This design comes from an exercise in tuning for small area and a short achievable clock period on the open sky130 flow, not from production work. Only simulation tests tie the RTL to the original design; equivalence was not proved. Power and IR drop assume default switching activity.

<file path="design.v">
module xbee_rx (
    input  wire       clk,
    input  wire       rst,         
    input  wire       wr_valid,
    input  wire [7:0] wr_data,
    input  wire       run,
    input  wire [1:0] mode,        
    input  wire       flush,
    output reg  [5:0] avail,
    output reg        out_valid,
    output reg  [1:0] out_kind,
    output reg  [7:0] out_data
);
    localparam CAP = 32;
    localparam MODE_API     = 2'd1;
    localparam MODE_API_ESC = 2'd2;
    localparam ST_HUNT   = 3'd0;
    localparam ST_LEN_HI = 3'd1;
    localparam ST_LEN_LO = 3'd2;
    localparam ST_PAY    = 3'd3;
    localparam ST_CKS    = 3'd4;
    localparam K_PAYLOAD = 2'd0;
    localparam K_FRAME   = 2'd1;
    localparam K_BADCKS  = 2'd2;
    localparam K_SPECIAL = 2'd3;
    localparam [7:0] DELIM = 8'h7E;
    localparam [7:0] ESC   = 8'h7D;
    localparam [7:0] XON   = 8'h11;
    localparam [7:0] XOFF  = 8'h13;
    reg [7:0] mem [0:CAP-1];
    reg [4:0] rd;
    reg [4:0] wr;
    reg  [1:0]  ctl_mode;
    reg  [2:0]  state;
    reg         esc;
    reg  [15:0] len;
    reg  [15:0] cnt;
    reg  [7:0]  sum;
    wire mode_change = (mode != ctl_mode);
    wire parseable   = (mode == MODE_API) || (mode == MODE_API_ESC);
    wire step        = run && parseable && !mode_change && !flush && (avail != 6'd0);
    wire full        = (avail == CAP);
    wire [7:0] b = mem[rd];
    reg  [2:0]  n_state;
    reg         n_esc;
    reg  [15:0] n_len;
    reg  [15:0] n_cnt;
    reg  [7:0]  n_sum;
    reg         n_item;
    reg  [1:0]  n_kind;
    reg  [7:0]  n_data;
    reg         deliver;
    reg  [7:0]  v;
    reg  [15:0] len_new;
    always @(*) begin
        n_state = state;
        n_esc   = esc;
        n_len   = len;
        n_cnt   = cnt;
        n_sum   = sum;
        n_item  = 1'b0;
        n_kind  = K_PAYLOAD;
        n_data  = 8'h00;
        deliver = 1'b0;
        v       = b;
        len_new = 16'h0000;
        if (state == ST_HUNT) begin
            if (b == DELIM) begin
                n_state = ST_LEN_HI;
                n_esc   = 1'b0;
                n_len   = 16'h0000;
                n_cnt   = 16'h0000;
                n_sum   = 8'h00;
            end
        end else if (mode == MODE_API) begin
            deliver = 1'b1;
        end else if (esc) begin
            n_esc   = 1'b0;
            v       = b ^ 8'h20;
            deliver = 1'b1;
        end else if (b == ESC) begin
            n_esc = 1'b1;
        end else if (b == DELIM) begin
            n_item  = 1'b1;
            n_kind  = K_SPECIAL;
            n_data  = b;
            n_state = ST_LEN_HI;
            n_esc   = 1'b0;
            n_len   = 16'h0000;
            n_cnt   = 16'h0000;
            n_sum   = 8'h00;
        end else if (b == XON || b == XOFF) begin
            n_item  = 1'b1;
            n_kind  = K_SPECIAL;
            n_data  = b;
            n_state = ST_HUNT;
            n_esc   = 1'b0;
            n_len   = 16'h0000;
            n_cnt   = 16'h0000;
            n_sum   = 8'h00;
        end else begin
            deliver = 1'b1;
        end
        if (deliver) begin
            case (state)
                ST_LEN_HI: begin
                    n_len   = {v, 8'h00};
                    n_state = ST_LEN_LO;
                end
                ST_LEN_LO: begin
                    len_new = {len[15:8], v};
                    n_len   = len_new;
                    n_state = (len_new != 16'h0000) ? ST_PAY : ST_CKS;
                end
                ST_PAY: begin
                    n_item = 1'b1;
                    n_kind = K_PAYLOAD;
                    n_data = v;
                    n_sum  = sum + v;
                    n_cnt  = cnt + 16'd1;
                    if (cnt + 16'd1 == len)
                        n_state = ST_CKS;
                end
                default: begin  
                    n_item = 1'b1;
                    if (v == ~sum) begin
                        n_kind = K_FRAME;
                        n_data = v;
                    end else begin
                        n_kind = K_BADCKS;
                        n_data = ~sum;
                    end
                    n_state = ST_HUNT;
                    n_esc   = 1'b0;
                    n_len   = 16'h0000;
                    n_cnt   = 16'h0000;
                    n_sum   = 8'h00;
                end
            endcase
        end
    end
    always @(posedge clk) begin
        if (wr_valid)
            mem[wr] <= wr_data;
    end
    always @(posedge clk) begin
        if (rst) begin
            rd        <= 5'd0;
            wr        <= 5'd0;
            avail     <= 6'd0;
            ctl_mode  <= 2'd0;
            state     <= ST_HUNT;
            esc       <= 1'b0;
            len       <= 16'h0000;
            cnt       <= 16'h0000;
            sum       <= 8'h00;
            out_valid <= 1'b0;
            out_kind  <= 2'd0;
            out_data  <= 8'h00;
        end else begin
            ctl_mode <= mode;
            if (flush) begin
                rd    <= wr;
                avail <= wr_valid ? 6'd1 : 6'd0;
            end else if (step) begin
                rd    <= rd + 5'd1;
                avail <= avail - 6'd1 + (wr_valid ? 6'd1 : 6'd0);
            end else if (wr_valid) begin
                if (full)
                    rd <= rd + 5'd1;    
                else
                    avail <= avail + 6'd1;
            end
            if (wr_valid)
                wr <= wr + 5'd1;
            if (mode_change) begin
                state <= ST_HUNT;
                esc   <= 1'b0;
                len   <= 16'h0000;
                cnt   <= 16'h0000;
                sum   <= 8'h00;
            end else if (step) begin
                state <= n_state;
                esc   <= n_esc;
                len   <= n_len;
                cnt   <= n_cnt;
                sum   <= n_sum;
            end
            out_valid <= step && n_item;
            if (step && n_item) begin
                out_kind <= n_kind;
                out_data <= n_data;
            end
        end
    end
endmodule
</file>
<file path="run.sh">
#!/bin/bash
# synth_recipe.tcl (not shown) runs the flow's synth.tcl, then flattens the netlist and writes it again
# the make line also repeats each setting of config.mk as NAME=value (left out here)
make -C /OpenROAD-flow-scripts/flow DESIGN_CONFIG=/design/flow/config.mk WORK_HOME=/design/flow/orfs CLKGATE_MAP_FILE= SYNTH_SCRIPT=/design/flow/synth_recipe.tcl finish
</file>
<file path="config.mk">
export PLATFORM = sky130hd
export DESIGN_NAME = xbee_rx
export DESIGN_NICKNAME = xbee_rx
export VERILOG_FILES = /design/flow/design.v
export SDC_FILE = /design/flow/constraint.sdc
export NUM_CORES = 4
export LEC_CHECK = 0
export CAP_MARGIN = 20
export CORE_MARGIN = 2
export CORE_UTILIZATION = 30
export SLEW_MARGIN = 20
</file>
<file path="constraint.sdc">
create_clock -name core_clock -period 6.0 [get_ports {clk}]
set_input_delay 1.2000 -clock core_clock [delete_from_list [all_inputs] [get_ports {clk}]]
set_output_delay 1.2000 -clock core_clock [all_outputs]
set_load 0.01 [all_outputs]
</file>
==> flow_metrics.tcl, run 1 <==
set metrics [dict create \
    status "no timing/DRC/antenna violations" \
    r2r_slack_ns 1.20 \
    fin_skew_ns 0.0157 \
    grt.total_usage_pct 13.2 \
    wl_per_cell_um 19.9 \
    setup_viol 0 \
    fin_nets 1031 \
    drt-total-wl_mm 32.5 \
    regArea_um2 9250 \
    synth_top_family_by_area "multiplexers" \
    tightest_slew_ns 1.02 \
    yosysWarnings 1 \
    cts_tree "built" \
    hold_violations 0 \
    place.gp.congestion 0.822 \
    routed_via_density 5.12 \
    yosys_register_bits 334 \
    ir_drop_v 0.000150 \
    cts_buffers 37 \
    multi_input_area_um2 4930 \
    grt_pass1_vias 8156 \
    crit_fanout 32 \
    drcViolationCount 0 \
    slew_headroom_pct 31.9 \
    core_region_area_um2 47700 \
    vias 8362 \
    finalCriticalPeriod_ns 4.80 \
    synth_top_flop_cell "edfxtp_1" \
    fillers 4480 \
    hold_class "flop to flop" \
    max_freq_mhz 208 \
    netlist_area_um2 14500 \
    cts_hold_buffers 0 \
    hpwlAfterDp_mm 21.4 \
    min_delay_worst_endpoint "out_data[0]" \
    synth_top_area_share_pct 53.0 \
    cp-start-kind "flop" \
    final_max_slew_viol_count 0 \
    crit_required_ns 6.43 \
    grt-ovfl-total 0 \
    synth-compound-area-share_pct 7.17 \
    fp.dieH_um 224 \
    cts_resized 0 \
    pin_count 32 \
    p_total_mw 4.98 \
    r2r-end "out_data[2]" \
    async_reset_ff_share_pct 0 \
    cts_root_buffer "clkbuf_16" \
    grt_pass1_wl_mm 50.6 \
    drive_gt1_share_pct 19.0 \
    rows 80 \
    dr.pass1.iters 5 \
    hold_path_depth 2 \
    rsz0062_at_grt "false" \
    synthMuxAreaShare_pct 13.5 \
    drt_iter0_drc 726 \
    synth_seq_area_share_pct 63.8 \
    crit_arrival_ns 5.23 \
    yosysMostFrequentCell "edfxtp_1" \
    cap_violations 0 \
    p_per_area_nw_per_um2 298 \
    yosys.cell_types.count 72 \
    clock-sinks 334 \
    synth-edff-count 256 \
    static-leakage-power_nw 5.28 \
    post_cts_buffers 0 \
    synth.avg_cell_area_um2 15.2 \
    htreeDepth 2 \
    ff2ff_path_depth 15 \
    numPortBuffers 31 \
    area_growth_pct 15.0 \
    antenna_found_initial 0 \
    syn_inst 952 \
    cts.clk_slew.worst_paths_ns 0.06 \
    grt_max_degree 33 \
    die_w_um 224 \
    worstHoldStart "out_data[0]" \
    start_util_pct 30.4 \
    min_period_over_period_pct 80.0 \
    final_antenna_net_count 0 \
    insertion_delay_ns 0.53 \
    synth_area_leaders "edfxtp_1 53%, mux4_2 12%, dfxtp_1 11%" \
    end_kind "flop" \
    synth-simple-area-share_pct 8.68 \
    synth-adder-area-share_pct 1.86 \
    die_area_um2 50100 \
    yosys.area.top_type "edfxtp_1" \
    worstSetupPathType "flop to flop" \
    syn_nets 988 \
    fin_setup_tns_ns 0 \
    synth_xor_area_share_pct 2.72 \
    synth.top_cells.by_count "256 x edfxtp_1, 80 x mux4_2, 78 x dfxtp_1" \
    n_antenna_cell 0 \
    clockBufferDepth 3 \
]
==> flip-flops by register name (all words and copies together), names as in the netlist, named ones only <==
register	count
out_valid	1
esc	1
out_data	8
out_kind	2
sum	8
cnt	16
mem	256
avail	6
len	16
rd	5
state	3
wr	5
ctl_mode	2
==> metal layers <==
| layer | global-route usage, % | routed length [um] | up-vias |
|---|---|---|---|
| met4 | 3.48 | 650 | 0 |
| li1 | - | - | 3828 |
| met5 | 0 | 0 | - |
| met1 | 18.9 | 14900 | 4229 |
| met2 | 20.4 | 15100 | 254 |
| met3 | 2.49 | 1820 | 51 |
==> stage by stage <==
step	worst slack [ns]	instance area, um2	utilization (%)	hold WS, ns	std cells
after floorplan	2.07	14500	-	0.467	952
after CTS	1.15	16700	35.0	0.450	1633
after global placement	1.18	15500	32.5	0.445	1570
after detailed placement	1.18	15500	32.5	0.443	1570
after global routing	0.847	16700	34.9	0.481	1634
final	1.20	16700	34.9	0.449	1634
==> worst max-delay path by stage <==
stage                     slack [ns]  startpoint          end  cells past startpoint
after floorplan                 2.07        flop  out_data[5]                     17
after global placement          1.18        flop  out_data[2]                     14
after detailed placement        1.18        flop  out_data[2]                     14
after CTS                       1.15        flop  out_data[2]                     14
after global routing            0.85        flop  out_data[3]                     14
final                           1.20        flop  out_data[2]                     15
==> report_power, final <==
group          switching [mW]  internal [mW]  leakage (nW)
Clock                   0.884           1.33         0.568
Combinational           0.146          0.100          1.78
Sequential             0.0193           2.50          2.94
==> critical path: stages (launching register included) <==
cell	delay, ns
dfxtp_2	0.83
buf_12	0.31
mux4_2	0.37
mux4_2	0.52
mux2i_1	0.40
xnor2_1	0.27
inv_1	0.18
ha_1	0.30
nand4_1	0.11
nor3_1	0.06
mux2i_1	0.26
nor2b_1	0.45
a31oi_1	0.16
o21ai_0	0.14
nand3_1	0.11
a211oi_1	0.22
==> final cells by class <==
class | count | share of cell area, %
Clock buffer | 42 | 5.79
Clock inverter | 21 | 1.33
Inverter | 22 | 0.495
Multi-Input combinational cell | 546 | 29.5
Sequential cell | 334 | 55.5
Tap cell | 615 | 4.61
Timing Repair Buffer | 54 | 2.76
==> cell families after synthesis <==
group,count (synthesis)
adder cells (fa/ha/maj),21
AO/OA/AOI/OAI,138
XOR/XNOR,45
buffers and inverters,72
AND/OR/NAND/NOR,249
flip-flops,334
multiplexers,93
==> placed cells by master (no fill, tap or decap), drive strengths merged, types with 5 or more instances in the layout <==
| cell | netlist | final |
|---|---|---|
| edfxtp | 256 | 256 |
| mux4 | 80 | 80 |
| dfxtp | 78 | 78 |
| nor2 | 76 | 76 |
| nand2 | 46 | 46 |
| clkbuf | 26 | 42 |
| nor3 | 32 | 32 |
| xnor2 | 31 | 31 |
| a21oi | 31 | 31 |
| buf | 24 | 30 |
| clkdlybuf4s50 | 0 | 24 |
| inv | 22 | 23 |
| nand3 | 23 | 23 |
| ha | 20 | 20 |
| o21ai | 20 | 20 |
| a22o | 19 | 19 |
| xor2 | 14 | 14 |
| and3 | 12 | 12 |
| clkinv | 0 | 12 |
| mux2i | 10 | 10 |
| a211oi | 9 | 9 |
| nand4 | 8 | 8 |
| nand2b | 8 | 8 |
| and2 | 7 | 7 |
| o2bb2ai | 7 | 7 |
| nor4 | 6 | 6 |
| and4 | 6 | 6 |
| a311oi | 6 | 6 |
| a21o | 6 | 6 |
| a32o | 6 | 6 |
| o21bai | 6 | 6 |
| or2 | 5 | 5 |
| o211ai | 5 | 5 |
| or3 | 5 | 5 |
| a221o | 5 | 5 |
==> run 2: changes to the inputs <==
==> design.v (replaced) <==
module xbee_rx (
    input  wire       clk,
    input  wire       rst,         
    input  wire       wr_valid,
    input  wire [7:0] wr_data,
    input  wire       run,
    input  wire [1:0] mode,        
    input  wire       flush,
    output reg  [5:0] avail,
    output reg        out_valid,
    output reg  [1:0] out_kind,
    output reg  [7:0] out_data
);
    localparam CAP = 32;
    localparam ST_HUNT   = 3'd0;
    localparam ST_LEN_HI = 3'd1;
    localparam ST_LEN_LO = 3'd2;
    localparam ST_PAY    = 3'd3;
    localparam ST_CKS    = 3'd4;
    localparam K_PAYLOAD = 2'd0;
    localparam K_FRAME   = 2'd1;
    localparam K_BADCKS  = 2'd2;
    localparam K_SPECIAL = 2'd3;
    localparam [7:0] DELIM = 8'h7E;
    localparam [7:0] ESC   = 8'h7D;
    localparam [7:0] XON   = 8'h11;
    localparam [7:0] XOFF  = 8'h13;
    reg [7:0] sr [0:CAP-1];    
    reg [1:0] ctl_mode;
    wire mode_change = (mode != ctl_mode);
    wire parseable   = (ctl_mode == 2'd1) || (ctl_mode == 2'd2);
    wire step        = run && parseable && !mode_change && !flush && (avail != 6'd0);
    wire full        = avail[5];
    wire [4:0] ridx = avail[4:0] - 5'd1;
    wire [7:0] b_rd = sr[ridx];
    integer i;
    always @(posedge clk) begin
        if (wr_valid) begin
            sr[0] <= wr_data;
            for (i = 1; i < CAP; i = i + 1)
                sr[i] <= sr[i-1];
        end
    end
    reg       ev_step;      
    reg       ev_hunt;      
    reg       ev_esc;       
    reg [7:0] ev_b;
    always @(posedge clk) begin
        ev_b <= b_rd;
        ev_esc <= ctl_mode[1];
        if (rst) begin
            avail    <= 6'd0;
            ctl_mode <= 2'd0;
            ev_step  <= 1'b0;
            ev_hunt  <= 1'b0;
        end else begin
            ctl_mode <= mode;
            ev_step  <= step;
            ev_hunt  <= mode_change;
            if (flush)
                avail <= {5'd0, wr_valid};
            else if (step)
                avail <= wr_valid ? avail : avail - 6'd1;
            else if (wr_valid && !full)
                avail <= avail + 6'd1;
        end
    end
    reg  [2:0]  state;
    reg         esc;
    reg  [15:0] rem;      
    reg  [7:0]  sum;
    wire [7:0] b = ev_b;
    wire [7:0] v = {b[7:6], b[5] ^ esc, b[4:0]};
    reg  [2:0]  n_state;
    reg         n_esc;
    reg  [15:0] n_rem;
    reg  [7:0]  n_sum;
    reg         n_item;
    reg  [1:0]  n_kind;
    reg  [7:0]  n_data;
    reg         deliver;
    always @(*) begin
        n_state = state;
        n_esc   = esc;
        n_rem   = rem;
        n_sum   = sum;
        n_item  = 1'b0;
        n_kind  = K_PAYLOAD;
        n_data  = v;
        deliver = 1'b0;
        if (state == ST_HUNT) begin
            if (b == DELIM) begin
                n_state = ST_LEN_HI;
                n_esc   = 1'b0;
            end
        end else if (!ev_esc) begin
            deliver = 1'b1;
        end else if (esc) begin
            n_esc   = 1'b0;
            deliver = 1'b1;
        end else if (b == ESC) begin
            n_esc = 1'b1;
        end else if (b == DELIM) begin
            n_item  = 1'b1;
            n_kind  = K_SPECIAL;
            n_state = ST_LEN_HI;
        end else if (b == XON || b == XOFF) begin
            n_item  = 1'b1;
            n_kind  = K_SPECIAL;
            n_state = ST_HUNT;
        end else begin
            deliver = 1'b1;
        end
        if (deliver) begin
            case (state)
                ST_LEN_HI: begin
                    n_rem[15:8] = v;
                    n_state     = ST_LEN_LO;
                end
                ST_LEN_LO: begin
                    n_rem[7:0] = v;
                    n_sum      = 8'h00;
                    n_state    = ({rem[15:8], v} != 16'h0000) ? ST_PAY : ST_CKS;
                end
                ST_PAY: begin
                    n_item = 1'b1;
                    n_kind = K_PAYLOAD;
                    n_sum  = sum + v;
                    n_rem  = rem - 16'd1;
                    if (rem == 16'd1)
                        n_state = ST_CKS;
                end
                default: begin  
                    n_item = 1'b1;
                    if (v == ~sum) begin
                        n_kind = K_FRAME;
                    end else begin
                        n_kind = K_BADCKS;
                        n_data = ~sum;
                    end
                    n_state = ST_HUNT;
                end
            endcase
        end
    end
    always @(posedge clk) begin
        if (rst) begin
            state     <= ST_HUNT;
            esc       <= 1'b0;
            out_valid <= 1'b0;
        end else if (ev_hunt) begin
            state     <= ST_HUNT;
            esc       <= 1'b0;
            out_valid <= 1'b0;
        end else begin
            if (ev_step) begin
                state <= n_state;
                esc   <= n_esc;
            end
            out_valid <= ev_step && n_item;
        end
        if (ev_step) begin
            rem <= n_rem;
            sum <= n_sum;
        end
        out_kind <= n_kind;
        out_data <= n_data;
    end
endmodule
==> run 2 against run 1 <==
Net effect:
- still clean on timing, DRC and antenna
- clock-buffer cell count decreased by 4
- flip-flop and latch count decreased by 20
- synthesized cell count decreased by 4.7%
- cell count decreased by 7.4%
- power decreased by 4.0%
==> flow_metrics.tcl, run 2 <==
set metrics [dict create \
    status "no timing/DRC/antenna violations" \
    async_reset_ff_share_pct 0 \
    crit_fanout 24 \
    final_antenna_net_count 0 \
    yosys.cell_types.count 80 \
    yosys.area.top_type "edfxtp_1" \
    htreeDepth 1 \
    grt_pass1_wl_mm 50.2 \
    drive_gt1_share_pct 9.14 \
    drt_iter0_drc 1025 \
    grt.total_usage_pct 14.8 \
    synth_top_area_share_pct 65.4 \
    cts_resized 0 \
    whs_ns 0.409 \
    cp-start-kind "flop" \
    antenna_found_initial 1 \
    crit_required_ns 6.44 \
    synth.avg_cell_area_um2 14.2 \
    routed_via_density 5.49 \
    grt-ovfl-total 0 \
    tightest_slew_ns 1.16 \
    place_inst 1455 \
    dr.pass1.iters 5 \
    rows 75 \
    drt-total-wl_mm 33.9 \
    core_region_area_um2 42100 \
    netlist_area_um2 12900 \
    multi_input_area_um2 3550 \
    synth_seq_area_share_pct 70.7 \
    yosys_register_bits 314 \
    end_kind "flop" \
    cts_hold_buffers 0 \
    hold_class "flop to flop" \
    post_cts_buffers 0 \
    rsz0062_at_grt "false" \
    yosysWarnings 2 \
    fin_skew_ns 0.0304 \
    max_freq_mhz 283 \
    cap_violations 0 \
    p_per_area_nw_per_um2 323 \
    synth_area_leaders "edfxtp_1 65%, dfxtp_1 5.3%, a22oi_1 2.8%" \
    cts_root_buffer "clkbuf_16" \
    pin_count 32 \
    fp.dieH_um 211 \
    finalCriticalPeriod_ns 3.54 \
    setup_viol 0 \
    n_antenna_cell 0 \
    slew_headroom_pct 22.1 \
    start_util_pct 30.5 \
    clockBufferDepth 3 \
    crit_arrival_ns 3.98 \
    area_growth_pct 15.1 \
    grt_max_degree 173 \
    largest_register_ffs 256 \
    utilization_pct 35.1 \
    place.gp.congestion 0.878 \
    top_register "sr" \
    final_max_slew_viol_count 0 \
    cts_tree "built" \
    regArea_um2 9090 \
    die_area_um2 44500 \
    drcViolationCount 0 \
    clock-sinks 314 \
    stdcell_count 1513 \
    numPortBuffers 31 \
    yosysMostFrequentCell "edfxtp_1" \
    synth-edff-count 280 \
    ir_drop_v 0.000236 \
    cts_buffers 31 \
    fin_nets 979 \
    synth.top_cells.by_count "280 x edfxtp_1, 81 x nor2_1, 48 x a22oi_1, 48 x nand2_1, 42 x a21oi_1" \
    worstSetupPathType "flop to flop" \
    synth_top_flop_cell "edfxtp_1" \
    grt_pass1_vias 8023 \
    fillers 4010 \
    min_period_over_period_pct 59.0 \
    hpwlAfterDp_mm 21.9 \
    final_cell_mix "280 x edfxtp_1, 81 x nor2_1, 48 x nand2_1, 48 x a22oi_1, 42 x a21oi_1" \
    layout_commonest_cell "edfxtp_1" \
    vias 8310 \
    die_w_um 211 \
    syn_inst 907 \
    hold_violations 0 \
    static-leakage-power_nw 4.87 \
    fin_setup_tns_ns 0 \
    top_regs "sr: 256 flops, rem: 16 flops" \
    insertion_delay_ns 0.58 \
    wl_per_cell_um 22.4 \
    syn_nets 937 \
    cts.clk_slew.worst_paths_ns 0.06 \
]
==> run 2: cell types whose count changed in the layout (fill, tap and decap cells not counted), moves of 13 or more <==
cell	before	now
a21oi_1	29	42
a22oi_1	3	48
a31oi_1	2	16
a32oi_1	2	15
dfxtp_1	76	32
edfxtp_1	256	280
inv_1	22	8
mux2i_1	9	22
mux4_2	80	0
xnor2_1	31	14
==> run 2: area by class of cell <==
cell class                 count  area share, %
sequential                   314           61.4
timing repair buffer          49           3.11
clock inverter                20           1.02
inverter                      16          0.406
tap                          539           4.56
clock buffer                  38           5.49
multi-input combinational    537           24.0
==> run 2: critical path: stages, from the launching register on <==
cell	delay (ns)
dfxtp_2	0.65
buf_4	0.39
or3_1	0.45
nor3_4	0.08
nor4b_4	0.54
ha_1	0.36
a211oi_1	0.24
o21bai_1	0.10
a21oi_1	0.23
nor2_1	0.07
o21ai_0	0.20
nor3_1	0.06
==> run 2: kinds of logic (layout without fill, tap and decap cells) <==
logic type | Yosys count | after routing | synth area share (%)
flops | 314 | 314 | 70.7
fa+ha+maj | 16 | 16 | 1.65
xor+xnor | 23 | 23 | 1.57
mux | 31 | 31 | 2.52
buf+inv | 56 | 123 | 1.78
simple gates | 265 | 265 | 10.7
compound gates | 202 | 202 | 11.1
==> run 2: per-layer routing <==
metal / part of all wire, % / GRT usage [%] / vias up
met3: 8.8 / 3.40 / 70
met1: 44 / 21.2 / 4169
met5: 0.032 / 0 / -
met2: 44 / 22.4 / 405
met4: 2.6 / 4.18 / 2
li1: - / - / 3664
==> run 2: power breakdown <==
group | switching [mW] | leakage (nW) | internal (mW)
Combinational | 0.175 | 1.41 | 0.109
Sequential | 0.0967 | 2.99 | 2.53
Clock | 0.829 | 0.466 | 1.04
==> run 2: final timing paths <==
| check | startpoint | to | slack (ns) | depth (start not counted) |
|---|---|---|---|---|
| worst max-delay path | avail[3] | avail[5] | 2.46 | 11 |
| worst max register to register | avail[3] | avail[5] | 2.46 | 11 |
| worst min-delay path | ctl_mode[1] | ev_esc | 0.41 | 0 |
| worst min register to register | ctl_mode[1] | ev_esc | 0.41 | 0 |
==> run 2: per-stage QoR <==
stage	power, mW	setup WS [ns]	instance area, um2
6_report	4.78	2.46	14800
5_1_grt	4.93	2.26	14800
2_1_floorplan	2.78	2.80	12900
3_3_place_gp	2.94	2.11	13800
4_1_cts	4.81	2.48	14800
3_5_place_dp	2.95	2.00	13800
==> run 3: changes to the inputs <==
--- a/design.v
+++ b/design.v
@@ -29,8 +29,7 @@
     reg [1:0] ctl_mode;
+    reg       nz;           
+    reg       mpar;         
     wire mode_change = (mode != ctl_mode);
-    wire parseable   = (ctl_mode == 2'd1) || (ctl_mode == 2'd2);
-    wire step        = run && parseable && !mode_change && !flush && (avail != 6'd0);
+    wire step        = run && mpar && !mode_change && !flush && nz;
     wire full        = avail[5];
-    wire [4:0] ridx = avail[4:0] - 5'd1;
-    wire [7:0] b_rd = sr[ridx];
     integer i;
@@ -43,2 +42,26 @@
     end
+    wire [7:0] t0 [0:31];
+    wire [7:0] t1 [0:15];
+    wire [7:0] t2 [0:7];
+    wire [7:0] t3 [0:3];
+    wire [7:0] t4 [0:1];
+    genvar g;
+    generate
+        for (g = 0; g < 32; g = g + 1) begin : g_t0
+            assign t0[g] = sr[(g + 31) % 32];
+        end
+        for (g = 0; g < 16; g = g + 1) begin : g_t1
+            assign t1[g] = avail[0] ? t0[2*g+1] : t0[2*g];
+        end
+        for (g = 0; g < 8; g = g + 1) begin : g_t2
+            assign t2[g] = avail[1] ? t1[2*g+1] : t1[2*g];
+        end
+        for (g = 0; g < 4; g = g + 1) begin : g_t3
+            assign t3[g] = avail[2] ? t2[2*g+1] : t2[2*g];
+        end
+        for (g = 0; g < 2; g = g + 1) begin : g_t4
+            assign t4[g] = avail[3] ? t3[2*g+1] : t3[2*g];
+        end
+    endgenerate
+    wire [7:0] b_rd = avail[4] ? t4[1] : t4[0];
     reg       ev_step;      
@@ -47,2 +70,4 @@
     reg [7:0] ev_b;
+    wire [5:0] avail_m1 = avail - 6'd1;
+    wire [5:0] avail_p1 = avail + 6'd1;
     always @(posedge clk) begin
@@ -52,3 +77,5 @@
             avail    <= 6'd0;
+            nz       <= 1'b0;
             ctl_mode <= 2'd0;
+            mpar     <= 1'b0;
             ev_step  <= 1'b0;
@@ -57,10 +84,18 @@
             ctl_mode <= mode;
+            mpar     <= (mode == 2'd1) || (mode == 2'd2);
             ev_step  <= step;
             ev_hunt  <= mode_change;
-            if (flush)
+            if (flush) begin
                 avail <= {5'd0, wr_valid};
-            else if (step)
-                avail <= wr_valid ? avail : avail - 6'd1;
-            else if (wr_valid && !full)
-                avail <= avail + 6'd1;
+                nz    <= wr_valid;
+            end else if (step) begin
+                if (!wr_valid) begin
+                    avail <= avail_m1;
+                    nz    <= (avail != 6'd1);
+                end
+            end else if (wr_valid) begin
+                if (!full)
+                    avail <= avail_p1;
+                nz <= 1'b1;
+            end
         end
==> run 3 against run 2 <==
Net effect:
- largest cell class unchanged
- critical endpoint is now avail[0]
- worst hold slack worse by 0.019 ns
- clock power is 6% higher
- largest power group unchanged
- core utilization is 0.097 points lower
- wire length is 33% lower
- first-iteration DRC count is 43% lower
- highest routed layer is now met4
- global-route usage is 4.4 points lower
==> flow_metrics.tcl, run 3 <==
set metrics [dict create \
    critPathBufInv 1 \
    cp-start-kind "flop" \
    final_cell_mix "280 x edfxtp_1, 80 x mux4_2, 40 x nor2_1" \
    static-leakage-power_nw 4.72 \
    drive_gt1_share_pct 19.9 \
    regArea_um2 9140 \
    die_w_um 210 \
    synth-edff-count 280 \
    async_reset_ff_share_pct 0 \
    p_switching_mw 1.03 \
    min_delay_worst_endpoint "ev_esc" \
    path_delay_family "flip-flops" \
    crit_required_ns 4.80 \
    r2r-start "avail[0]" \
    netlist_area_um2 12800 \
    n_antenna_cell 0 \
    fin_setup_tns_ns 0 \
    final_antenna_net_count 0 \
    utilization_pct 35.0 \
    finalCriticalPeriod_ns 3.33 \
    internal_power_mw 3.85 \
    fin_nets 766 \
    grt_pass1_vias 6513 \
    synth_seq_area_share_pct 71.4 \
    multi_input_area_um2 3430 \
    drcViolationCount 0 \
    core_region_area_um2 42000 \
    clockPowerShare_pct 40.5 \
    numPortBuffers 31 \
    yosysMostFrequentCell "edfxtp_1" \
    yosysWarnings 2 \
    crit_fanout 48 \
    area_growth_pct 15.2 \
    whs_ns 0.390 \
    drt_iter0_drc 589 \
    ir_drop_v 0.000154 \
    layout_commonest_cell "edfxtp_1" \
    drt-total-wl_mm 22.7 \
    use_met1_pct 15.5 \
    dr.pass1.iters 4 \
    worstSetupPathType "flop to primary output" \
    grt.busiest_layer "met1" \
    crit_arrival_ns 2.13 \
    post_cts_buffers 0 \
    syn_inst 700 \
    max_freq_mhz 300 \
    hold_violations 0 \
    yosys.cell_types.count 59 \
    r2r-end "ev_b[0]" \
    fp.dieH_um 210 \
    r2r_slack_ns 2.95 \
    synth_area_leaders "edfxtp_1 66%, mux4_2 14%, dfxtp_1 5.6%" \
    pin_count 32 \
    wl_per_cell_um 17.5 \
    hold_path_depth 0 \
    combPwrFrac_pct 5.8 \
    min_period_over_period_pct 55.5 \
    final_max_slew_viol_count 0 \
    grt.total_usage_pct 10.4 \
    cts_tree "built" \
    synth_top_flop_cell "edfxtp_1" \
    top_regs "sr: 256 flops, rem: 16 flops" \
    fin_skew_ns 0.0151 \
    synth.top_cells.by_count "280 x edfxtp_1, 80 x mux4_2, 42 x nor2_1" \
    vias 6401 \
    ff2ff_path_depth 4 \
    worst_slack_ns 2.67 \
    cts_root_buffer "clkbuf_16" \
    hpwlAfterDp_mm 12.9 \
    htreeDepth 2 \
    cts_buffers 34 \
    place.gp.congestion 0.772 \
    top_register "sr" \
    placed_area_um2 13700 \
    synth_top_area_share_pct 65.8 \
    fillers 3929 \
    clockBufferDepth 3 \
    rsz0062_at_grt "false" \
    rows 75 \
    cts.clk_slew.worst_paths_ns 0.06 \
    crit_cells 1 \
    grt-ovfl-total 0 \
    cpPeakStageDelay_ns 0.92 \
    clock-sinks 316 \
    cts_hold_buffers 0 \
    grt_use_met3_pct 2.18 \
    grt_pass1_wl_mm 36.8 \
    cts_resized 0 \
    final_cell_area_um2 14700 \
    status "no timing/DRC/antenna violations" \
    cap_violations 0 \
    insertion_delay_ns 0.51 \
    stdcell_count 1301 \
    yosys_register_bits 316 \
    tightest_slew_ns 0.986 \
    met2_usage_pct 15.4 \
    worstHoldStart "ctl_mode[1]" \
    grt_max_degree 190 \
    start_util_pct 30.4 \
    die_area_um2 44300 \
    place_inst 1240 \
    slew_headroom_pct 34.3 \
    largest_register_ffs 256 \
    p_sw_share_pct 21.2 \
    cp_cell_sequence "clkdlybuf4s50_1" \
    antenna_found_initial 0 \
    hold_class "flop to flop" \
    p_seq_share_pct 53.7 \
    end_kind "primary output" \
    routed_via_density 4.92 \
    dp_slack_ns 2.36 \
    cp_slowest_cell "dfxtp_4" \
    yosys.area.top_type "edfxtp_1" \
    p_total_mw 4.88 \
    p_per_area_nw_per_um2 332 \
    synth.avg_cell_area_um2 18.3 \
    syn_nets 729 \
    setup_viol 0 \
]
[run 3: area by class of cell]
type	count	area share [%]
clock buffer	54	6.86
clock inverter	7	0.272
inverter	17	0.433
multi-input combinational	332	23.3
sequential	316	62.1
tap	539	4.58
timing repair buffer	36	2.48
[run 3: power groups by stage]
| stage | registers, mW | logic (mW) | clock network, mW |
|---|---|---|---|
| after floorplan | 2.62 | 0.200 | 0 |
| after global placement | 2.66 | 0.287 | 0 |
| after detailed placement | 2.66 | 0.289 | 0 |
| after CTS | 2.62 | 0.290 | 2.05 |
| after global routing | 2.64 | 0.313 | 2.13 |
| final | 2.62 | 0.285 | 1.98 |
[run 3: per-layer routing]
metal	part of all wire [%]	vias to the layer above
li1	-	2909
met3	4.4	38
met5	0	-
met1	49	3326
met4	1.8	0
met2	45	128
[run 3: worst max-delay path by stage]
stage                   from       end
CTS                 avail[0]  avail[0]
detailed placement     flush  avail[1]
global placement       flush  avail[1]
global route        avail[0]  avail[0]
floorplan              flush  avail[1]
finish              avail[0]  avail[0]
[run 3: cells by family (layout without fill, tap and decap cells)]
kind of cell / after synthesis / after routing / synth area share [%]
adders and majority gates: 14 / 14 / 1.43
DFF: 316 / 316 / 71.4
and+or+nand+nor: 128 / 128 / 5.03
muxes: 89 / 89 / 14.9
xor gates and xnor gates: 25 / 25 / 1.71
buffers and inverters: 52 / 114 / 1.77
AOI/OAI and AO/OA: 76 / 76 / 3.78
==> run 4: changes to the inputs <==
--- a/config.mk
+++ b/config.mk
@@ -10,2 +10,3 @@
 export CORE_UTILIZATION = 30
+export SETUP_SLACK_MARGIN = 3.0
 export SLEW_MARGIN = 20
==> run 4 against run 3 <==
Net effect:
- sequential share of layout area fell by 0.33 points
- core utilization is 0.20 points higher
- largest cell class unchanged
- final area increased by 0.58%
- worst setup slack better by 0.41 ns
- worst hold slack improved by 0.0035 ns
- first-iteration DRC count grew 2.0%
- critical path type unchanged
- synthesized cell count is the same
- still clean
- clock skew decreased by 0.00068 ns
==> flow_metrics.tcl, run 4 <==
set metrics [dict create \
    netlist_area_um2 12800 \
    dr.pass1.iters 5 \
    rsz0062_at_grt "false" \
    cts_root_buffer "clkbuf_16" \
    final_max_slew_viol_count 0 \
    grt.total_usage_pct 10.5 \
    area_growth_pct 15.8 \
    cts_tree "built" \
    grt_max_degree 190 \
    drt_iter0_drc 601 \
    drcViolationCount 0 \
    cts_buffers 34 \
    synth_top_area_share_pct 65.8 \
    die_w_um 210 \
    routed_via_density 4.88 \
    async_reset_ff_share_pct 0 \
    r2r_slack_ns 3.37 \
    slew_headroom_pct 35.2 \
    hpwlAfterDp_mm 12.9 \
    top_register "sr" \
    worst_slack_ns 3.08 \
    cp_cell_sequence "buf_6, clkdlybuf4s50_1" \
    cp_slowest_cell "clkdlybuf4s50_1" \
    fillers 3924 \
    vias 6361 \
    wl_per_cell_um 17.8 \
    static-leakage-power_nw 4.76 \
    p_per_area_nw_per_um2 330 \
    pin_count 32 \
    grt-ovfl-total 0 \
    cts.clk_slew.worst_paths_ns 0.06 \
    fp.dieH_um 210 \
    drive_gt1_share_pct 20.4 \
    core_region_area_um2 42000 \
    setup_viol 0 \
    place.gp.congestion 0.772 \
    rows 75 \
    crit_arrival_ns 1.72 \
    end_kind "primary output" \
    numPortBuffers 31 \
    insertion_delay_ns 0.51 \
    yosys.area.top_type "edfxtp_1" \
    synth_top_flop_cell "edfxtp_1" \
    syn_nets 729 \
    synth_seq_area_share_pct 71.4 \
    largest_register_ffs 256 \
    fin_nets 768 \
    final_cell_mix "280 x edfxtp_1, 80 x mux4_2, 40 x nor2_1" \
    cp-start-kind "flop" \
    syn_inst 700 \
    n_antenna_cell 0 \
    antenna_found_initial 0 \
    clock-sinks 316 \
    drt-total-wl_mm 23.2 \
    min_period_over_period_pct 48.7 \
    tightest_slew_ns 0.972 \
    grt_pass1_wl_mm 37.1 \
    hold_violations 0 \
    clockBufferDepth 3 \
    max_freq_mhz 342 \
    dp_slack_ns 2.36 \
    yosys_register_bits 316 \
    synth-edff-count 280 \
    synth_area_leaders "edfxtp_1 66%, mux4_2 14%, dfxtp_1 5.6%" \
    cpPeakStageDelay_ns 0.60 \
    yosysMostFrequentCell "edfxtp_1" \
    layout_commonest_cell "edfxtp_1" \
    ir_drop_v 0.000154 \
    crit_required_ns 4.80 \
    grt_pass1_vias 6538 \
    fin_skew_ns 0.0144 \
    fin_setup_tns_ns 0 \
    synth.top_cells.by_count "280 x edfxtp_1, 80 x mux4_2, 42 x nor2_1" \
    finalCriticalPeriod_ns 2.92 \
    status "no timing/DRC/antenna violations" \
    cap_violations 0 \
    yosysWarnings 2 \
    worstSetupPathType "flop to primary output" \
    start_util_pct 30.4 \
    htreeDepth 2 \
    hold_class "flop to flop" \
    top_regs "sr: 256 flops, rem: 16 flops" \
    synth.avg_cell_area_um2 18.3 \
    yosys.cell_types.count 59 \
    final_antenna_net_count 0 \
    die_area_um2 44300 \
    crit_fanout 24 \
]
run 4: cell families (layout without fill, tap and decap cells):
family / after synthesis / count (layout) / share of synthesized area (%)
mux: 89 / 89 / 14.9
simple gates: 128 / 128 / 5.03
flops: 316 / 316 / 71.4
buf+inv: 52 / 116 / 1.77
xor+xnor: 25 / 25 / 1.71
compound gates: 76 / 76 / 3.78
fa+ha+maj: 14 / 14 / 1.43
run 4: where the power goes:
part           leakage [nW]  internal, mW  switching (mW)  total [mW]
Sequential             3.03          2.53          0.0800        2.61
Combinational          1.22         0.163           0.138       0.301
Clock                 0.510          1.16           0.821        1.98
Total                  4.76          3.85            1.04        4.89
run 4: final timing paths:
| path | start | endpoint | cells after the start |
|---|---|---|---|
| max reg2reg | avail[1] | ev_b[4] | 4 |
| min | ctl_mode[1] | ev_esc | 0 |
| max | avail[3] | avail[3] | 2 |
| min reg2reg | ctl_mode[1] | ev_esc | 0 |
run 4: per-layer routing:
metal  global-route usage [%]  routed length (um)  vias up
met2                     15.6               10300      126
met3                     2.18                1030       42
met1                     15.8               11400     3280
li1                         -                   -     2913
met5                        0                   0        -
met4                     2.82                 442        0
run 4: area by class of cell:
class | instances | area, um2 | share of cell area [%]
Clock buffer | 54 | 1010 | 6.82
Clock inverter | 7 | 40.0 | 0.270
Inverter | 17 | 63.8 | 0.431
Multi-Input combinational cell | 332 | 3450 | 23.3
Sequential cell | 316 | 9140 | 61.7
Tap cell | 539 | 674 | 4.55
Timing Repair Buffer | 38 | 432 | 2.91
run 4: worst max-delay path: cells and delay by family (launching register included):
family | cells | cell delay, ns
buf+inv | 2 | 0.89
flops | 1 | 0.33
run 4: stage by stage:
stage / area, um2 / utilization [%] / total power, mW / std cells / hold slack, ns
after floorplan: 12800 / - / 2.82 / 700 / 0.350
after global placement: 13700 / 32.5 / 2.95 / 1240 / 0.397
after detailed placement: 13700 / 32.5 / 2.95 / 1240 / 0.388
after CTS: 14800 / 35.2 / 4.97 / 1303 / 0.392
after global routing: 14800 / 35.2 / 5.08 / 1303 / 0.393
final: 14800 / 35.2 / 4.89 / 1303 / 0.393
run 4: repair_timing:
action,4_1_cts,5_1_grt
gates resized for setup,5,6
buffers inserted,2,0
setup endpoints to repair,9,19
hold buffers,0,0
==> run 5: changes to the inputs <==
--- a/config.mk
+++ b/config.mk
@@ -10,3 +10,3 @@
 export CORE_UTILIZATION = 30
-export SETUP_SLACK_MARGIN = 3.0
+export SETUP_SLACK_MARGIN = 3.8
 export SLEW_MARGIN = 20
==> run 5 against run 4 <==
Net effect:
- power up 2.6%
- core utilization grew 1.5 points
- worst hold slack improved by 0.0094 ns
- clock power is 5% higher
- critical endpoint unchanged
- largest power group unchanged
- highest routed layer unchanged
==> flow_metrics.tcl, run 5 <==
set metrics [dict create \
    status "no timing/DRC/antenna violations" \
    synth_xor_area_share_pct 1.71 \
    finalCriticalPeriod_ns 2.28 \
    yosysWarnings 2 \
    fp.dieH_um 210 \
    clockBufferDepth 3 \
    place.gp.congestion 0.759 \
    yosysMostFrequentCell "edfxtp_1" \
    async_reset_ff_share_pct 0 \
    synth_top_flop_cell "edfxtp_1" \
    final_max_slew_viol_count 0 \
    cts_tree "built" \
    r2r-end "ev_b[6]" \
    area_growth_pct 20.9 \
    max_freq_mhz 438 \
    numPortBuffers 31 \
    grt-ovfl-total 0 \
    drive_gt1_share_pct 30.7 \
    synth-simple-area-share_pct 5.03 \
    crit_start "avail[3]" \
    stdcell_count 1336 \
    netlist_area_um2 12800 \
    p_per_area_nw_per_um2 325 \
    fin_setup_tns_ns 0 \
    die_w_um 210 \
    top_regs "sr: 256 flops, rem: 16 flops" \
    die_area_um2 44300 \
    synth.top_cells.by_count "280 x edfxtp_1, 80 x mux4_2, 42 x nor2_1" \
    cts.clk_slew.worst_paths_ns 0.06 \
    place_inst 1239 \
    rsz0062_at_grt "true" \
    yosys_register_bits 316 \
    hpwlAfterDp_mm 13.0 \
    final_cell_mix "280 x edfxtp_1, 80 x mux4_2, 40 x nor2_1" \
    rows 75 \
    synth-edff-count 280 \
    grt_max_degree 157 \
    start_util_pct 30.4 \
    setup_viol 0 \
    htreeDepth 2 \
    multi_input_area_um2 3600 \
    antenna_found_initial 0 \
    ff2ff_path_depth 5 \
    cts_root_buffer "clkbuf_16" \
    top_register "sr" \
    fin_skew_ns 0.0120 \
    synth_top_family_by_area "multiplexers" \
    cap_violations 0 \
    min_period_over_period_pct 38.1 \
    hold_violations 0 \
    yosys.cell_types.count 59 \
    whs_ns 0.403 \
    cp-start-kind "flop" \
    layout_commonest_cell "edfxtp_1" \
    regArea_um2 9170 \
    routed_via_density 4.95 \
    r2r-start "avail[0]" \
    pin_count 32 \
    crit_path_end "avail[3]" \
    final_antenna_net_count 0 \
    fin_nets 801 \
    drcViolationCount 0 \
    crit_arrival_ns 1.08 \
    n_antenna_cell 0 \
    synth.avg_cell_area_um2 18.3 \
    hold_class "flop to flop" \
    end_kind "primary output" \
    synth_seq_area_share_pct 71.4 \
    synth-compound-area-share_pct 3.78 \
    yosys.area.top_type "edfxtp_1" \
    vias 6619 \
    synthMuxAreaShare_pct 14.9 \
    core_region_area_um2 42000 \
    drt-total-wl_mm 25.3 \
    r2r_slack_ns 3.85 \
    dr.pass1.iters 5 \
    synth-adder-area-share_pct 1.43 \
    slew_headroom_pct 34.9 \
    fillers 3876 \
    cts_buffers 34 \
    grt_pass1_wl_mm 38.1 \
    syn_nets 729 \
    grt_pass1_vias 6667 \
    synth_area_leaders "edfxtp_1 66%, mux4_2 14%, dfxtp_1 5.6%" \
    clock-sinks 316 \
    drt_iter0_drc 687 \
    wl_per_cell_um 18.9 \
    crit_required_ns 4.80 \
    static-leakage-power_nw 5.09 \
    insertion_delay_ns 0.52 \
    synth_top_area_share_pct 65.8 \
    worstSetupPathType "flop to primary output" \
    syn_inst 700 \
    tightest_slew_ns 0.976 \
    largest_register_ffs 256 \
    crit_fanout 2 \
    ir_drop_v 0.000180 \
    grt.total_usage_pct 11.0 \
]
==> run 5: through the flow <==
step                setup slack, ns  power (mW)  util, %  area [um2]
floorplan                      3.33        2.82        -       12900
global placement               2.52        2.95     32.6       13700
detailed placement             2.48        2.95     32.6       13700
CTS                            3.67        5.06     36.0       15100
global route                   3.68        5.21     36.8       15500
finish                         3.72        5.02     36.8       15500
==> run 5: layout make-up <==
| cell class | count | area share [%] |
|---|---|---|
| clock buffer | 44 | 5.94 |
| clock inverter | 17 | 1.15 |
| inverter | 17 | 0.445 |
| multi-input combinational | 332 | 23.3 |
| sequential | 316 | 59.3 |
| tap | 539 | 4.36 |
| timing repair buffer | 71 | 5.49 |
==> run 5: cells by family (layout without fill, tap and decap cells) <==
family,after synthesis,in the layout
DFF,316,316
and+or+nand+nor,128,128
muxes,89,89
AOI/OAI and AO/OA,76,76
buffers and inverters,52,149
xor gates and xnor gates,25,25
adders and majority gates,14,14
==> run 5: timing repair <==
action                                  4_1_cts  5_1_grt
pin swaps                                    13       11
endpoints found under the setup margin      230      181
gates cloned                                  1        5
hold buffers                                  0        0
resized for setup                           125       29
buffers inserted                             19       11
==> run 5: routing by layer <==
| layer | global-route usage (%) | wire length [um] | up-vias |
|---|---|---|---|
| met3 | 2.35 | 1200 | 46 |
| li1 | - | - | 2980 |
| met2 | 16.7 | 11700 | 163 |
| met5 | 0 | 0 | - |
| met1 | 15.7 | 11900 | 3430 |
| met4 | 3.42 | 526 | 0 |
==> run 5: power by group <==
part	total (mW)	leakage (nW)	switching, mW	internal [mW]
clock	2.07	0.539	0.849	1.22
sequential	2.61	3.03	0.0728	2.53
combinational	0.347	1.51	0.163	0.184
==> run 5: worst min path at each step <==
| stage | to | slack, ns | cells after the start | from |
|---|---|---|---|---|
| floorplan | ev_esc | 0.35 | 0 | ctl_mode[1] |
| global placement | ev_esc | 0.40 | 0 | ctl_mode[1] |
| detailed placement | ev_esc | 0.39 | 0 | ctl_mode[1] |
| CTS | ev_esc | 0.42 | 0 | ctl_mode[1] |
| global route | ev_esc | 0.42 | 0 | ctl_mode[1] |
| finish | ev_esc | 0.40 | 0 | ctl_mode[1] |
==> run 5: critical path: stages, from the launching register on <==
cell	delay, ns
dfxtp_4	0.35
buf_12	0.12
buf_6	0.11
==> run 6: changes to the inputs <==
--- a/config.mk
+++ b/config.mk
@@ -10,2 +10,4 @@
 export CORE_UTILIZATION = 30
+export CTS_BUF_LIST = sky130_fd_sc_hd__clkbuf_8
+export CTS_CLUSTER_SIZE = 20
 export SETUP_SLACK_MARGIN = 3.8
==> run 6 against run 5 <==
Net effect:
- still clean
- core utilization decreased by 0.14 points
- via count increased by 2.1%
- power decreased by 5.6%
- critical endpoint unchanged
- largest cell class unchanged
==> flow_metrics.tcl, run 6 <==
set metrics [dict create \
    slew_headroom_pct 37.5 \
    cts_tree "built" \
    async_reset_ff_share_pct 0 \
    setup_viol 0 \
    use_met1_pct 16.4 \
    yosys.area.top_type "edfxtp_1" \
    final_antenna_net_count 0 \
    area_growth_pct 20.4 \
    cts.clk_slew.worst_paths_ns 0.06 \
    vias 6756 \
    crit_arrival_ns 1.15 \
    syn_inst 700 \
    synth.avg_cell_area_um2 18.3 \
    grt.busiest_layer "met2" \
    routed_via_density 4.92 \
    synth_top_area_share_pct 65.8 \
    yosys_register_bits 316 \
    netlist_area_um2 12800 \
    antenna_found_initial 0 \
    final_max_slew_viol_count 0 \
    yosysWarnings 2 \
    synth-edff-count 280 \
    drive_gt1_share_pct 31.6 \
    clockBufferDepth 3 \
    grt.total_usage_pct 11.3 \
    dp_slack_ns 2.48 \
    finalCriticalPeriod_ns 2.35 \
    syn_nets 729 \
    numPortBuffers 31 \
    stdcell_count 1374 \
    drcViolationCount 0 \
    layout_commonest_cell "edfxtp_1" \
    ir_drop_v 0.000125 \
    cts_root_buffer "clkbuf_8" \
    fin_nets 823 \
    min_period_over_period_pct 39.2 \
    clock-sinks 316 \
    final_cell_mix "280 x edfxtp_1, 80 x mux4_2, 54 x clkbuf_8" \
    insertion_delay_ns 0.59 \
    rows 75 \
    fp.dieH_um 210 \
    grt_use_met3_pct 2.50 \
    wl_per_cell_um 18.8 \
    drt-total-wl_mm 25.8 \
    hold_violations 0 \
    htreeDepth 2 \
    top_register "sr" \
    end_kind "primary output" \
    die_area_um2 44300 \
    place_inst 1239 \
    yosys.cell_types.count 59 \
    static-leakage-power_nw 5.16 \
    fin_setup_tns_ns 0 \
    die_w_um 210 \
    met2_usage_pct 16.8 \
    worstSetupPathType "flop to primary output" \
    fillers 3896 \
    hold_class "flop to flop" \
    start_util_pct 30.4 \
    p_per_area_nw_per_um2 308 \
    largest_register_ffs 256 \
    status "no timing/DRC/antenna violations" \
    dr.pass1.iters 5 \
    top_regs "sr: 256 flops, rem: 16 flops" \
    cts_buffers 50 \
    synth.top_cells.by_count "280 x edfxtp_1, 80 x mux4_2, 42 x nor2_1" \
    pin_count 32 \
    n_antenna_cell 0 \
    worst_slack_ns 3.65 \
    grt_pass1_wl_mm 39.1 \
    fin_skew_ns 0.0190 \
    max_freq_mhz 425 \
    regArea_um2 9170 \
    cap_violations 0 \
    yosysMostFrequentCell "edfxtp_1" \
    hpwlAfterDp_mm 13.0 \
    synth_area_leaders "edfxtp_1 66%, mux4_2 14%, dfxtp_1 5.6%" \
    cp-start-kind "flop" \
    place.gp.congestion 0.759 \
    grt_pass1_vias 6839 \
    tightest_slew_ns 0.937 \
    crit_required_ns 4.80 \
    core_region_area_um2 42000 \
    drt_iter0_drc 637 \
    rsz0062_at_grt "true" \
    multi_input_area_um2 3590 \
    synth_top_flop_cell "edfxtp_1" \
    grt-ovfl-total 0 \
    grt_max_degree 157 \
    synth_seq_area_share_pct 71.4 \
    crit_fanout 2 \
    cts_hold_buffers 0 \
]
==> run 6: routing by layer <==
layer,up-vias,wire [um]
li1,3032,-
met1,3477,12000
met2,194,11800
met3,53,1390
met4,0,575
met5,-,0
==> run 6: power breakdown <==
group / total (mW) / switching, mW / leakage, nW / internal (mW)
Combinational: 0.357 / 0.166 / 1.56 / 0.191
Sequential: 2.61 / 0.0736 / 3.03 / 2.53
Clock: 1.77 / 0.848 / 0.567 / 0.923
==> run 6: area by class of cell <==
cell class                 count  area share, %
sequential                   316           59.5
timing repair buffer          77           5.97
multi-input combinational    332           23.4
clock inverter                39           1.49
clock buffer                  54           4.83
inverter                      17          0.447
tap                          539           4.38
==> run 6: worst paths after layout <==
| check | from | endpoint | slack, ns | cells past startpoint |
|---|---|---|---|---|
| worst min register to register | ctl_mode[1] | ev_esc | 0.41 | 0 |
| worst max-delay path | avail[3] | avail[3] | 3.65 | 2 |
| worst max register to register | avail[1] | ev_b[1] | 3.85 | 5 |
| worst min-delay path | ctl_mode[1] | ev_esc | 0.41 | 0 |
==> run 6: logic make-up after synthesis <==
group | count (synthesis) | synth area share (%)
buffers and inverters | 52 | 1.77
xor gates and xnor gates | 25 | 1.71
and+or+nand+nor | 128 | 5.03
DFF | 316 | 71.4
muxes | 89 | 14.9
adders and majority gates | 14 | 1.43
AOI/OAI and AO/OA | 76 | 3.78
==> run 6: stage by stage <==
step	area, um2	util (%)	power (mW)	hold WS [ns]
after global routing	15400	36.6	4.95	0.425
after global placement	13700	32.6	2.95	0.400
after detailed placement	13700	32.6	2.95	0.390
final	15400	36.6	4.73	0.407
after CTS	15100	35.8	4.79	0.424
after floorplan	12900	-	2.82	0.350
==> run 6: critical path: stages, from the launching register on <==
cell and delay (ns):
dfxtp_4 0.35, buf_12 0.12, buf_6 0.11
==> run 6: timing repair <==
item / 4_1_cts / 5_1_grt
gates resized for setup: 116 / 39
setup buffers: 18 / 17
pin swaps: 7 / 13
endpoints found under the setup margin: 229 / 191
gates cloned: 3 / 4
==> run 7: changes to the inputs <==
--- a/config.mk
+++ b/config.mk
@@ -9,5 +9,4 @@
 export CORE_MARGIN = 2
-export CORE_UTILIZATION = 30
-export CTS_BUF_LIST = sky130_fd_sc_hd__clkbuf_8
-export CTS_CLUSTER_SIZE = 20
+export CORE_UTILIZATION = 55
+export CTS_BUF_LIST = sky130_fd_sc_hd__clkbuf_4 sky130_fd_sc_hd__clkbuf_8
 export SETUP_SLACK_MARGIN = 3.8
==> run 7 against run 6 <==
Net effect:
- via count down 0.84%
- sequential power about the same
- global-route usage up 8.9 points
- worst hold slack worse by 0.013 ns
- clock power up 6%
- clock skew up 0.0056 ns
- combinational power down 4%
- non-clock buffer count down 14
- largest power group unchanged
==> flow_metrics.tcl, run 7 <==
set metrics [dict create \
    status "no timing/DRC/antenna violations" \
    max_freq_mhz 445 \
    cp-start-kind "flop" \
    yosysWarnings 2 \
    cp_slowest_cell "dfxtp_4" \
    grt_max_degree 118 \
    hold_class "flop to flop" \
    crit_path_end "avail[0]" \
    hpwlAfterDp_mm 12.6 \
    synth_top_flop_cell "edfxtp_1" \
    cap_violations 0 \
    p_per_area_nw_per_um2 323 \
    setup_viol 0 \
    synth.top_cells.by_count "280 x edfxtp_1, 80 x mux4_2, 42 x nor2_1" \
    r2r_slack_ns 3.83 \
    yosys_register_bits 316 \
    synth-compound-area-share_pct 3.78 \
    synth_top_area_share_pct 65.8 \
    rsz0062_at_grt "true" \
    yosys.cell_types.count 59 \
    vias 6699 \
    wl_met1_mm 11.2 \
    antenna_found_initial 0 \
    finalCriticalPeriod_ns 2.25 \
    cts_buffers 51 \
    drt_iter0_drc 544 \
    min_period_over_period_pct 37.5 \
    place.gp.congestion 0.836 \
    drcViolationCount 0 \
    final_max_slew_viol_count 0 \
    fin_setup_tns_ns 0 \
    dr_wl_met2_mm 11.6 \
    crit_required_ns 4.80 \
    async_reset_ff_share_pct 0 \
    ff2ff_path_depth 5 \
    p_total_mw 4.83 \
    core_region_area_um2 22700 \
    slew_headroom_pct 58.0 \
    path_delay_family "flip-flops" \
    clock-sinks 316 \
    syn_nets 729 \
    routed_via_density 6.05 \
    synthMuxAreaShare_pct 14.9 \
    crit_fanout 2 \
    top_register "sr" \
    syn_inst 700 \
    hold_violations 0 \
    cpPeakStageDelay_ns 0.36 \
    cts_tree "built" \
    end_kind "primary output" \
    start_util_pct 56.3 \
    fin_skew_ns 0.0245 \
    crit_start "avail[0]" \
    cts_root_buffer "clkbuf_8" \
    final_cell_mix "280 x edfxtp_1, 80 x mux4_2, 55 x clkbuf_8" \
    crit_cells 1 \
    fin_nets 810 \
    drive_gt1_share_pct 32.4 \
    fp.dieH_um 156 \
    numPortBuffers 31 \
    tightest_slew_ns 0.630 \
    n_antenna_cell 0 \
    cts_hold_buffers 0 \
    ir_drop_v 0.000192 \
    cp_cell_sequence "buf_6" \
    critPathBufInv 1 \
    insertion_delay_ns 0.58 \
    synth-edff-count 280 \
    top_regs "sr: 256 flops, rem: 16 flops" \
    rows 55 \
    cts.clk_slew.worst_paths_ns 0.06 \
    die_w_um 156 \
    synth-adder-area-share_pct 1.43 \
    drt-total-wl_mm 24.4 \
    yosys.area.top_type "edfxtp_1" \
    synth_top_family_by_area "multiplexers" \
    yosysMostFrequentCell "edfxtp_1" \
    layout_commonest_cell "edfxtp_1" \
    wl_per_cell_um 22.0 \
    worstSetupPathType "flop to primary output" \
    static-leakage-power_nw 5.04 \
    grt_pass1_wl_mm 38.3 \
    netlist_area_um2 12800 \
    final_antenna_net_count 0 \
    crit_arrival_ns 1.05 \
    grt-ovfl-total 0 \
    synth_xor_area_share_pct 1.71 \
    synth_area_leaders "edfxtp_1 66%, mux4_2 14%, dfxtp_1 5.6%" \
    synth_seq_area_share_pct 71.4 \
    clockBufferDepth 3 \
    synth-simple-area-share_pct 5.03 \
    largest_register_ffs 256 \
    dr_wl_met3_mm 1.02 \
    maxUsedRoutingLayer "met4" \
    dr.pass1.iters 4 \
    r2r-end "ev_b[1]" \
    synth.avg_cell_area_um2 18.3 \
    die_area_um2 24500 \
    grt_pass1_vias 7076 \
    grt.total_usage_pct 20.2 \
    area_growth_pct 17.0 \
    pin_count 32 \
    r2r-start "avail[1]" \
    htreeDepth 2 \
]
[run 7: changes by cell type in the layout (fill, tap and decap cells not counted), sizes merged]
cell	change
buf	-11
bufbuf	-1
clkbuf	+18
inv	-19
[run 7: what timing repair did]
item                       CTS  global route
cloned                       1             2
setup endpoints to repair  214           150
buffers inserted            15             8
resized for setup          120            37
pin swaps                    8            13
[run 7: layout make-up]
type                            count  area, um2
Sequential cell                   316       9170
Fill cell                        1568       7750
Multi-Input combinational cell    332       3600
Clock buffer                       74        900
Timing Repair Buffer               63        728
Tap cell                          285        357
Clock inverter                     20        139
Inverter                           17       68.8
[run 7: worst min path at each step]
stage	from	end	slack (ns)	cells past startpoint
finish	ctl_mode[1]	ev_esc	0.39	0
global route	ctl_mode[1]	ev_esc	0.41	0
CTS	ctl_mode[1]	ev_esc	0.40	0
detailed placement	ctl_mode[1]	ev_esc	0.36	0
global placement	ctl_mode[1]	ev_esc	0.36	0
floorplan	ctl_mode[1]	ev_esc	0.35	0
[run 7: logic make-up after synthesis]
group | count (synthesis)
compound gates | 76
flops | 316
buf+inv | 52
xor+xnor | 25
fa+ha+maj | 14
mux | 89
simple gates | 128
[run 7: layer usage]
layer / up-vias / track usage (%)
met3: 58 / 3.57
met5: - / 0
met1: 3464 / 29.2
met4: 0 / 7.65
met2: 174 / 31.4
li1: 3003 / -
[run 7: through the flow]
stage          hold slack [ns]  std cells  utilization, %  instance area [um2]  worst slack (ns)
5_1_grt                  0.413       1107            65.9                15000              3.72
6_report                 0.394       1107            65.9                15000              3.75
4_1_cts                  0.398       1097            64.8                14700              3.69
3_5_place_dp             0.363        987            59.0                13400              2.51
2_1_floorplan            0.350        700               -                12900              3.33
3_3_place_gp             0.363        987            59.0                13400              2.55
[run 7: report_power, final]
part | internal, mW | switching (mW)
logic | 0.181 | 0.161
clock network | 1.05 | 0.833
registers | 2.53 | 0.0718
==> run 8: changes to the inputs <==
--- a/config.mk
+++ b/config.mk
@@ -10,3 +10,5 @@
 export CORE_UTILIZATION = 55
-export CTS_BUF_LIST = sky130_fd_sc_hd__clkbuf_4 sky130_fd_sc_hd__clkbuf_8
+export CTS_BUF_LIST = sky130_fd_sc_hd__clkbuf_16
+export CTS_CLUSTER_DIAMETER = 100
+export CTS_CLUSTER_SIZE = 32
 export SETUP_SLACK_MARGIN = 3.8
==> run 8 against run 7 <==
Net effect:
- still clean
- clock power is 45% lower
- worst setup slack worse by 0.014 ns
- cell count is 6.3% lower
- highest routed layer unchanged
==> flow_metrics.tcl, run 8 <==
set metrics [dict create \
    clockBufferDepth 3 \
    use_met1_pct 28.7 \
    yosys.cell_types.count 59 \
    p_per_area_nw_per_um2 278 \
    synth_xor_area_share_pct 1.71 \
    die_w_um 156 \
    die_area_um2 24500 \
    crit_fanout 7 \
    fin_skew_ns 0.0294 \
    place.gp.congestion 0.836 \
    grt_max_degree 118 \
    yosysWarnings 2 \
    synth-compound-area-share_pct 3.78 \
    cp-start-kind "flop" \
    synth_top_area_share_pct 65.8 \
    synth-edff-count 280 \
    min_period_over_period_pct 37.7 \
    drt-total-wl_mm 23.4 \
    p_switching_mw 0.856 \
    htreeDepth 1 \
    yosys.area.top_type "edfxtp_1" \
    synth.top_cells.by_count "280 x edfxtp_1, 80 x mux4_2, 42 x nor2_1" \
    wl_per_cell_um 22.5 \
    drt_iter0_drc 560 \
    fp.dieH_um 156 \
    finalCriticalPeriod_ns 2.26 \
    final_antenna_net_count 0 \
    synth_top_flop_cell "edfxtp_1" \
    end_kind "flop" \
    start_util_pct 56.3 \
    fin_setup_tns_ns 0 \
    rsz0062_at_grt "true" \
    worst_slack_ns 3.74 \
    dr.pass1.iters 4 \
    syn_nets 729 \
    top_regs "sr: 256 flops, rem: 16 flops" \
    synth.avg_cell_area_um2 18.3 \
    rows 55 \
    grt.total_usage_pct 19.0 \
    cts_buffers 13 \
    layout_commonest_cell "edfxtp_1" \
    cts_root_buffer "clkbuf_16" \
    top_register "sr" \
    synth_area_leaders "edfxtp_1 66%, mux4_2 14%, dfxtp_1 5.6%" \
    synthMuxAreaShare_pct 14.9 \
    pin_count 32 \
    yosysMostFrequentCell "edfxtp_1" \
    grt_use_met3_pct 2.30 \
    hold_violations 0 \
    fin_nets 774 \
    final_max_slew_viol_count 0 \
    syn_inst 700 \
    cts.clk_slew.worst_paths_ns 0.12 \
    slew_headroom_pct 57.5 \
    p_sw_share_pct 21.5 \
    synth-simple-area-share_pct 5.03 \
    max_freq_mhz 442 \
    synth-adder-area-share_pct 1.43 \
    netlist_area_um2 12800 \
    crit_arrival_ns 2.67 \
    worstSetupPathType "flop to flop" \
    cap_violations 0 \
    area_growth_pct 12.1 \
    p_seq_share_pct 65.3 \
    ir_drop_v 0.000156 \
    hold_class "flop to flop" \
    internal_power_mw 3.12 \
    grt-ovfl-total 0 \
    numPortBuffers 31 \
    static-leakage-power_nw 4.71 \
    drive_gt1_share_pct 27.3 \
    met2_usage_pct 30.2 \
    final_cell_mix "280 x edfxtp_1, 80 x mux4_2, 41 x nor2_1" \
    antenna_found_initial 0 \
    grt_pass1_wl_mm 36.4 \
    cts_tree "built" \
    clock-sinks 316 \
    grt_pass1_vias 6514 \
    status "no timing/DRC/antenna violations" \
    synth_top_family_by_area "multiplexers" \
    hpwlAfterDp_mm 12.6 \
    async_reset_ff_share_pct 0 \
    insertion_delay_ns 0.51 \
    core_region_area_um2 22700 \
    combPwrFrac_pct 8.8 \
    vias 6418 \
    largest_register_ffs 256 \
    crit_required_ns 6.40 \
    grt.busiest_layer "met2" \
    yosys_register_bits 316 \
    setup_viol 0 \
    n_antenna_cell 0 \
    synth_seq_area_share_pct 71.4 \
    tightest_slew_ns 0.637 \
    clockPowerShare_pct 25.9 \
    dp_slack_ns 2.51 \
    routed_via_density 6.19 \
    drcViolationCount 0 \
]
[run 8: cell counts after synthesis]
Identical to the previous run, type by type.
[run 8: critical path, stage by stage, from the launching register on]
cell       delay (ns)
dfxtp_4          0.39
buf_12           0.13
buf_12           0.17
clkbuf_16        0.19
mux4_2           0.50
mux4_2           0.47
mux2_4           0.29
[run 8: logic make-up after synthesis]
| kind of cell | Yosys count |
|---|---|
| compound gates | 76 |
| buf+inv | 52 |
| simple gates | 128 |
| xor+xnor | 25 |
| flops | 316 |
| fa+ha+maj | 14 |
| mux | 89 |
[run 8: timing repair]
| item | in CTS | in global routing |
|---|---|---|
| hold buffers | 0 | 0 |
| resized for setup | 127 | 36 |
| pin swaps | 11 | 12 |
| endpoints found under the hold margin | 0 | 0 |
| setup endpoints to repair | 215 | 186 |
| setup buffers | 15 | 8 |
| gates cloned | 1 | 4 |
[run 8: routing by layer]
metal	routed length, um	share of wire, %
met5	0	0
met4	479	2.0
met3	728	3.1
met2	11200	48
met1	11000	47
[run 8: stage by stage]
step,area [um2],total power [mW],hold WS [ns],cells,util (%)
floorplan,12900,2.82,0.350,700,-
global placement,13400,2.94,0.363,987,59.0
detailed placement,13400,2.95,0.363,987,59.0
CTS,14100,3.99,0.406,1025,61.9
global route,14300,4.12,0.421,1037,63.1
finish,14300,3.98,0.408,1037,63.1
[run 8: power groups by stage]
| stage | registers, mW | clock network [mW] | logic (mW) |
|---|---|---|---|
| after global routing | 2.61 | 1.13 | 0.378 |
| after detailed placement | 2.67 | 0 | 0.285 |
| after CTS | 2.60 | 1.06 | 0.325 |
| after floorplan | 2.62 | 0 | 0.205 |
| final | 2.60 | 1.03 | 0.350 |
| after global placement | 2.66 | 0 | 0.280 |
[run 8: final timing paths]
check | cells past startpoint | endpoint | slack (ns) | startpoint
setup / recovery | 6 | ev_b[7] | 3.74 | avail[0]
hold / removal | 0 | ev_esc | 0.41 | ctl_mode[1]
setup reg to reg | 6 | ev_b[7] | 3.74 | avail[0]
hold reg to reg | 0 | ev_esc | 0.41 | ctl_mode[1]
[run 8: layout make-up]
class	count	area, um2
Clock buffer	13	325
Clock inverter	9	38.8
Fill cell	1585	8380
Inverter	17	68.8
Multi-Input combinational cell	332	3620
Sequential cell	316	9170
Tap cell	285	357
Timing Repair Buffer	65	753

[afterwards: timing with drivers on the ports]
The results above use ideal ports. As a check the final layouts listed here were re-extracted and re-timed, cells and wires unchanged.
Step 1 (the two cells are an assumption about what drives the block):
set clk [get_ports {clk}]
set_driving_cell -lib_cell sky130_fd_sc_hd__clkbuf_16 $clk
set_driving_cell -lib_cell sky130_fd_sc_hd__buf_2 [delete_from_list [all_inputs] $clk]
Step 2, shift: input delay + t, output delay - t, t = (earliest + latest rising clock arrival at the registers) / 2. This alone moves slack from input paths to output paths.
Slacks: ideal / step 1 / step 2; pairs: ideal / step 1.
run	shift t [ns]	setup WS [ns]	hold slack, ns
run 1	0.575	1.202 / 1.202 / 1.202	0.449 / 0.449 / 0.449
run 2	0.613	2.462 / 2.456 / 1.973	0.409 / 0.409 / 0.409
run 3	0.546	2.669 / 2.623 / 2.367	0.390 / 0.390 / 0.390
run 4	0.546	3.080 / 3.033 / 2.644	0.393 / 0.393 / 0.393
run 5	0.561	3.717 / 3.670 / 3.318	0.403 / 0.403 / 0.403
run 6	0.621	3.648 / 3.606 / 3.166	0.407 / 0.407 / 0.407
run 7	0.609	3.750 / 3.708 / 3.230	0.394 / 0.394 / 0.394
run 8	0.544	3.737 / 3.737 / 3.330	0.408 / 0.408 / 0.408
After both steps setup and hold are still met in every run listed. For run 7, which loses most, drivers alone change the setup slack by -0.042 ns; drivers and shift together by -0.520 ns.
